This is an optimization exercise on Yosys and OpenROAD, whose aim is small area, a short achievable clock period and few clock cycles, not a production implementation. Function was checked by simulation only, so behaviour that the tests miss may differ from the original. Power figures rest on the tool's default switching activity, not on a simulated workload.

## hobd_core
module hobd_core (
    input             clk,
    input             rst,
    input             p_valid,
    input      [9:0]  p_word,
    output     [1:0]  p_resp,
    input             c_valid,
    input      [3:0]  c_op,
    output            c_ready,
    output            c_done,
    output     [1:0]  c_ref,
    output     [31:0] c_resp,
    output            tx_valid,
    output     [31:0] tx_id,
    output     [3:0]  tx_dlc,
    output     [63:0] tx_data,
    input             tx_fail,
    output            diag_valid,
    output     [7:0]  diag_code,
    output            msg_valid,
    output     [7:0]  msg_type,
    output     [7:0]  msg_len,
    output reg        rx_en
);
For scale: about 4400 cells after synthesis, ~190 I/O pins, about 0.081 mm^2 of cells after synthesis.
==> flow/config.mk <==
export PLATFORM = sky130hd
export DESIGN_NAME = hobd_core
export DESIGN_NICKNAME = hobd_core
export VERILOG_FILES = /design/flow/design.v
export SDC_FILE = /design/flow/constraint.sdc
export NUM_CORES = 4
export LEC_CHECK = 0
export ABC_CLOCK_PERIOD_IN_PS = 5000
export CAP_MARGIN = 20
export CORE_MARGIN = 2
export CORE_UTILIZATION = 65
export CTS_CLUSTER_DIAMETER = 80
export CTS_CLUSTER_SIZE = 30
export PLACE_DENSITY = 0.72
export SETUP_SLACK_MARGIN = 5
export SLEW_MARGIN = 20
==> flow/constraint.sdc <==
create_clock -name core_clock -period 10.0 [get_ports {clk}]
set_input_delay 2.0000 -clock core_clock [delete_from_list [all_inputs] [get_ports {clk}]]
set_output_delay 2.0000 -clock core_clock [all_outputs]
set_load 0.01 [all_outputs]
standard.sh (not shown) runs the stock make flow with config.mk's settings and CLKGATE_MAP_FILE= SYNTH_SCRIPT=/design/flow/synth_recipe.tcl, a recipe that flattens the netlist after the stock synthesis.
==> flow/flow/run.sh <==
#!/bin/bash
set -euo pipefail
cd "$(dirname "$0")/.."
bash standard.sh SETUP_SLACK_MARGIN=5.6 \
  "BUFFER_PORTS_ARGS=-buffer_cell sky130_fd_sc_hd__buf_4" finish > flow_make.log 2>&1
The starting point finished clean.
Testbench counts at the start, summed over its fixed seeds: cycles 39,405.
Change:
==> flow/flow/run.sh (replaced) <==
#!/bin/bash
set -euo pipefail
cd "$(dirname "$0")/.."
bash standard.sh SETUP_SLACK_MARGIN=5.5 \
  "BUFFER_PORTS_ARGS=-buffer_cell sky130_fd_sc_hd__buf_4" finish > flow_make.log 2>&1
Total power rises by 0.50%. Cell count drops by 1.1%. Worst setup slack gains 0.073 ns. Cell area fell by 1.6%. Combinational power stays flat. Core utilization goes down by 1.2 points. Area after synthesis stays the same. Global-route usage decreases by 0.38 points. Routed wire length drops by 2.4%.
Change:
- CORE_UTILIZATION: 65 -> 75
- CTS_CLUSTER_DIAMETER: 80 -> 70
- PLACE_DENSITY: 0.72 -> 0.82
The new run ran to the end with no violations.
Via count rises by 8.3%.
Combinational power is higher by about 2%.
Synthesized area does not change.
Register-to-register slack hardly moves.
Routed wire length climbs by 15%.
Hold slack degrades by 0.0070 ns.
Critical path depth increases by 1.
Change:
- ABC_CLOCK_PERIOD_IN_PS: 5000 -> not set
- CORE_UTILIZATION: 75 -> 55
- CTS_CLUSTER_DIAMETER: 70 -> 100
- CTS_CLUSTER_SIZE: 30 -> 28
- PLACE_DENSITY: 0.82 -> not set
=> The changed run produced a clean layout. Hold slack barely changes. Sequential cell count is unchanged. Routed wire length went down by roughly a tenth. Core utilization decreases by 22 points.
Change:
==> flow/flow/run.sh (replaced) <==
#!/bin/bash
set -euo pipefail
cd "$(dirname "$0")/.."
bash standard.sh SETUP_SLACK_MARGIN=5.55 \
  "BUFFER_PORTS_ARGS=-buffer_cell sky130_fd_sc_hd__buf_4" finish > flow_make.log 2>&1
- ABC_CLOCK_PERIOD_IN_PS: not set -> 5000
- CTS_CLUSTER_SIZE: 28 -> 26
=> Critical path depth decreases by 1. Die area stays the same. Routed wire length increases by 3.0%. Utilization increases by 0.90 points. Design area increases by 1.5%. Cell count increases by 0.78%.

---

Another version of the RTL of hobd_core (not shown whole).
For scale: ~2,200 flip-flops, ~0.082 sq mm of cells after synthesis.
==> flow/config.mk <==
export PLATFORM = sky130hd
export DESIGN_NAME = hobd_core
export DESIGN_NICKNAME = hobd_core
export VERILOG_FILES = /design/flow/design.v
export SDC_FILE = /design/flow/constraint.sdc
export NUM_CORES = 4
export LEC_CHECK = 0
export ABC_CLOCK_PERIOD_IN_PS = 5000
export CAP_MARGIN = 20
export CORE_MARGIN = 2
export CORE_UTILIZATION = 40
export CTS_BUF_LIST = sky130_fd_sc_hd__clkbuf_8
export CTS_CLUSTER_SIZE = 24
export SETUP_SLACK_MARGIN = 5
export SLEW_MARGIN = 20
==> flow/constraint.sdc <==
create_clock -name core_clock -period 10.0 [get_ports {clk}]
set_input_delay 2.0000 -clock core_clock [delete_from_list [all_inputs] [get_ports {clk}]]
set_output_delay 2.0000 -clock core_clock [all_outputs]
set_load 0.01 [all_outputs]
run.sh (not shown) runs the stock make flow with config.mk's settings and CLKGATE_MAP_FILE= SYNTH_SCRIPT=/design/flow/synth_recipe.tcl, a recipe that flattens the netlist after the stock synthesis.
Stock flow here: none of the scripts above is used.
Testbench counts at the start, summed over its fixed seeds: cycles 39,367.
Next try:
- CTS_BUF_LIST: sky130_fd_sc_hd__clkbuf_8 -> default
- CTS_CLUSTER_SIZE: 24 -> default
Result: Area after synthesis does not change; global-route usage went down by 0.56 points; sequential share of layout area grows by 0.66 points; sequential power is about the same; wire length drops by about 3%; setup slack improved by 0.016 ns.

---

RTL: one of the versions met above, not the one the previous note started from.
For scale: ~2,200 flip-flops, ~190 I/O pins.
export LEC_CHECK = 0
export ABC_CLOCK_PERIOD_IN_PS = 5000
export CAP_MARGIN = 20
export CORE_MARGIN = 2
export CORE_UTILIZATION = 65
export CTS_CLUSTER_DIAMETER = 90
export CTS_CLUSTER_SIZE = 29
export PLACE_DENSITY = 0.72
export SETUP_SLACK_MARGIN = 5
export SLEW_MARGIN = 20
create_clock -name core_clock -period 10.0 [get_ports {clk}]
standard.sh (not shown) runs the stock make flow with config.mk's settings and CLKGATE_MAP_FILE= SYNTH_SCRIPT=/design/flow/synth_recipe.tcl, a recipe that flattens the netlist after the stock synthesis.
==> flow/flow/run.sh <==
#!/bin/bash
set -euo pipefail
cd "$(dirname "$0")/.."
bash standard.sh SETUP_SLACK_MARGIN=5.5 \
  "BUFFER_PORTS_ARGS=-buffer_cell sky130_fd_sc_hd__buf_4" finish > flow_make.log 2>&1
The baseline completed with no timing, DRC or antenna violations.
Testbench counts at the start, summed over its fixed seeds: cycles 39,405.
Change:
--- a/flow/config.mk
+++ b/flow/config.mk
@@ -9,8 +9,7 @@
 export CAP_MARGIN = 20
 export CORE_MARGIN = 2
-export CORE_UTILIZATION = 65
-export CTS_CLUSTER_DIAMETER = 90
-export CTS_CLUSTER_SIZE = 29
-export PLACE_DENSITY = 0.72
+export CORE_UTILIZATION = 55
+export CTS_CLUSTER_DIAMETER = 100
+export CTS_CLUSTER_SIZE = 28
 export SETUP_SLACK_MARGIN = 5
 export SLEW_MARGIN = 20
- synthesized cell count does not change
- synthesized area is unchanged
- hold slack loses 0.017 ns
- non-clock buffer count goes up by 35
- core utilization goes down by 9.9 points
- critical path depth is unchanged
- maximum frequency goes down slightly
Change:
--- a/flow/config.mk
+++ b/flow/config.mk
@@ -9,7 +9,8 @@
 export CAP_MARGIN = 20
 export CORE_MARGIN = 2
-export CORE_UTILIZATION = 55
-export CTS_CLUSTER_DIAMETER = 100
-export CTS_CLUSTER_SIZE = 28
+export CORE_UTILIZATION = 60
+export CTS_CLUSTER_DIAMETER = 80
+export CTS_CLUSTER_SIZE = 30
+export PLACE_DENSITY = 0.68
 export SETUP_SLACK_MARGIN = 5
 export SLEW_MARGIN = 20
=>
- The changed run completed without violations
- setup slack gets worse by 0.021 ns
- global-route usage climbs by 1.7 points
- register-to-register slack gets better by 0.13 ns
Change:
==> flow/flow/run.sh (replaced) <==
#!/bin/bash
set -euo pipefail
cd "$(dirname "$0")/.."
bash standard.sh SETUP_SLACK_MARGIN=5.55 \
  "BUFFER_PORTS_ARGS=-buffer_cell sky130_fd_sc_hd__buf_4" finish > flow_make.log 2>&1
--- a/flow/config.mk
+++ b/flow/config.mk
@@ -9,8 +9,7 @@
 export CAP_MARGIN = 20
 export CORE_MARGIN = 2
-export CORE_UTILIZATION = 60
-export CTS_CLUSTER_DIAMETER = 80
-export CTS_CLUSTER_SIZE = 30
-export PLACE_DENSITY = 0.68
+export CORE_UTILIZATION = 50
+export CTS_CLUSTER_DIAMETER = 100
+export CTS_CLUSTER_SIZE = 28
 export SETUP_SLACK_MARGIN = 5
 export SLEW_MARGIN = 20
After rerunning: The new run completed with no timing, DRC or antenna violations; area after synthesis is unchanged; clock-buffer cell count climbs by 2; die area climbs by 20%; wire length climbs by 6.5%; clock power drops by 5.5%; register-to-register slack is worse by 0.12 ns; total power drops by 1.2%.

## static timing again, ports no longer ideal
The flow's constraints put no driver on any port. The routed layouts listed below were extracted and timed again, unchanged, in two steps.
Step 1, drivers: a clkbuf_16 drives clk and a buf_2 each remaining input, both assumed.
Step 2 moves the port delays by t, midway between the first and last clock arrival at a register: inputs arrive t later, outputs are due t later. That takes back most of the time a late clock gives input paths.
Slacks: ideal ports / drivers / drivers and shift; pairs: ideal ports / drivers.
| run | t (ns) | setup WS [ns] | worst setup path at the end | clock arrival spread, ns |
|---|---|---|---|---|
| the first run of note 1 | 0.794 | 5.377 / 5.298 / 4.973 | input to register | 0.044 / 0.044 |
| the second run of note 1 | 0.794 | 5.450 / 5.370 / 4.873 | input to register | 0.038 / 0.038 |
| the third run of note 1 | 0.819 | 5.245 / 5.166 / 4.616 | input to register | 0.075 / 0.075 |
| the fourth run of note 1 | 0.820 | 5.429 / 5.348 / 4.809 | input to register | 0.048 / 0.048 |
| the fifth run of note 1 | 0.832 | 5.435 / 5.353 / 4.812 | input to register | 0.040 / 0.041 |
| the first run of note 2 | 1.074 | 4.903 / 4.831 / 3.998 | input to register | 0.154 / 0.154 |
| the second run of note 2 | 0.902 | 4.919 / 4.843 / 4.021 | input to register | 0.097 / 0.097 |
| the first run of note 3 | 0.783 | 5.465 / 5.387 / 4.827 | input to register | 0.037 / 0.038 |
| the second run of note 3 | 0.820 | 5.429 / 5.348 / 4.809 | input to register | 0.048 / 0.048 |
| the third run of note 3 | 0.815 | 5.407 / 5.327 / 4.812 | input to register | 0.050 / 0.049 |
| the fourth run of note 3 | 0.815 | 5.400 / 5.317 / 4.901 | input to register | 0.069 / 0.070 |
After both steps setup and hold are still met in every run listed. The setup slack of the first run of note 2, which loses most, moves by -0.072 ns with the drivers and by -0.905 ns with both steps.
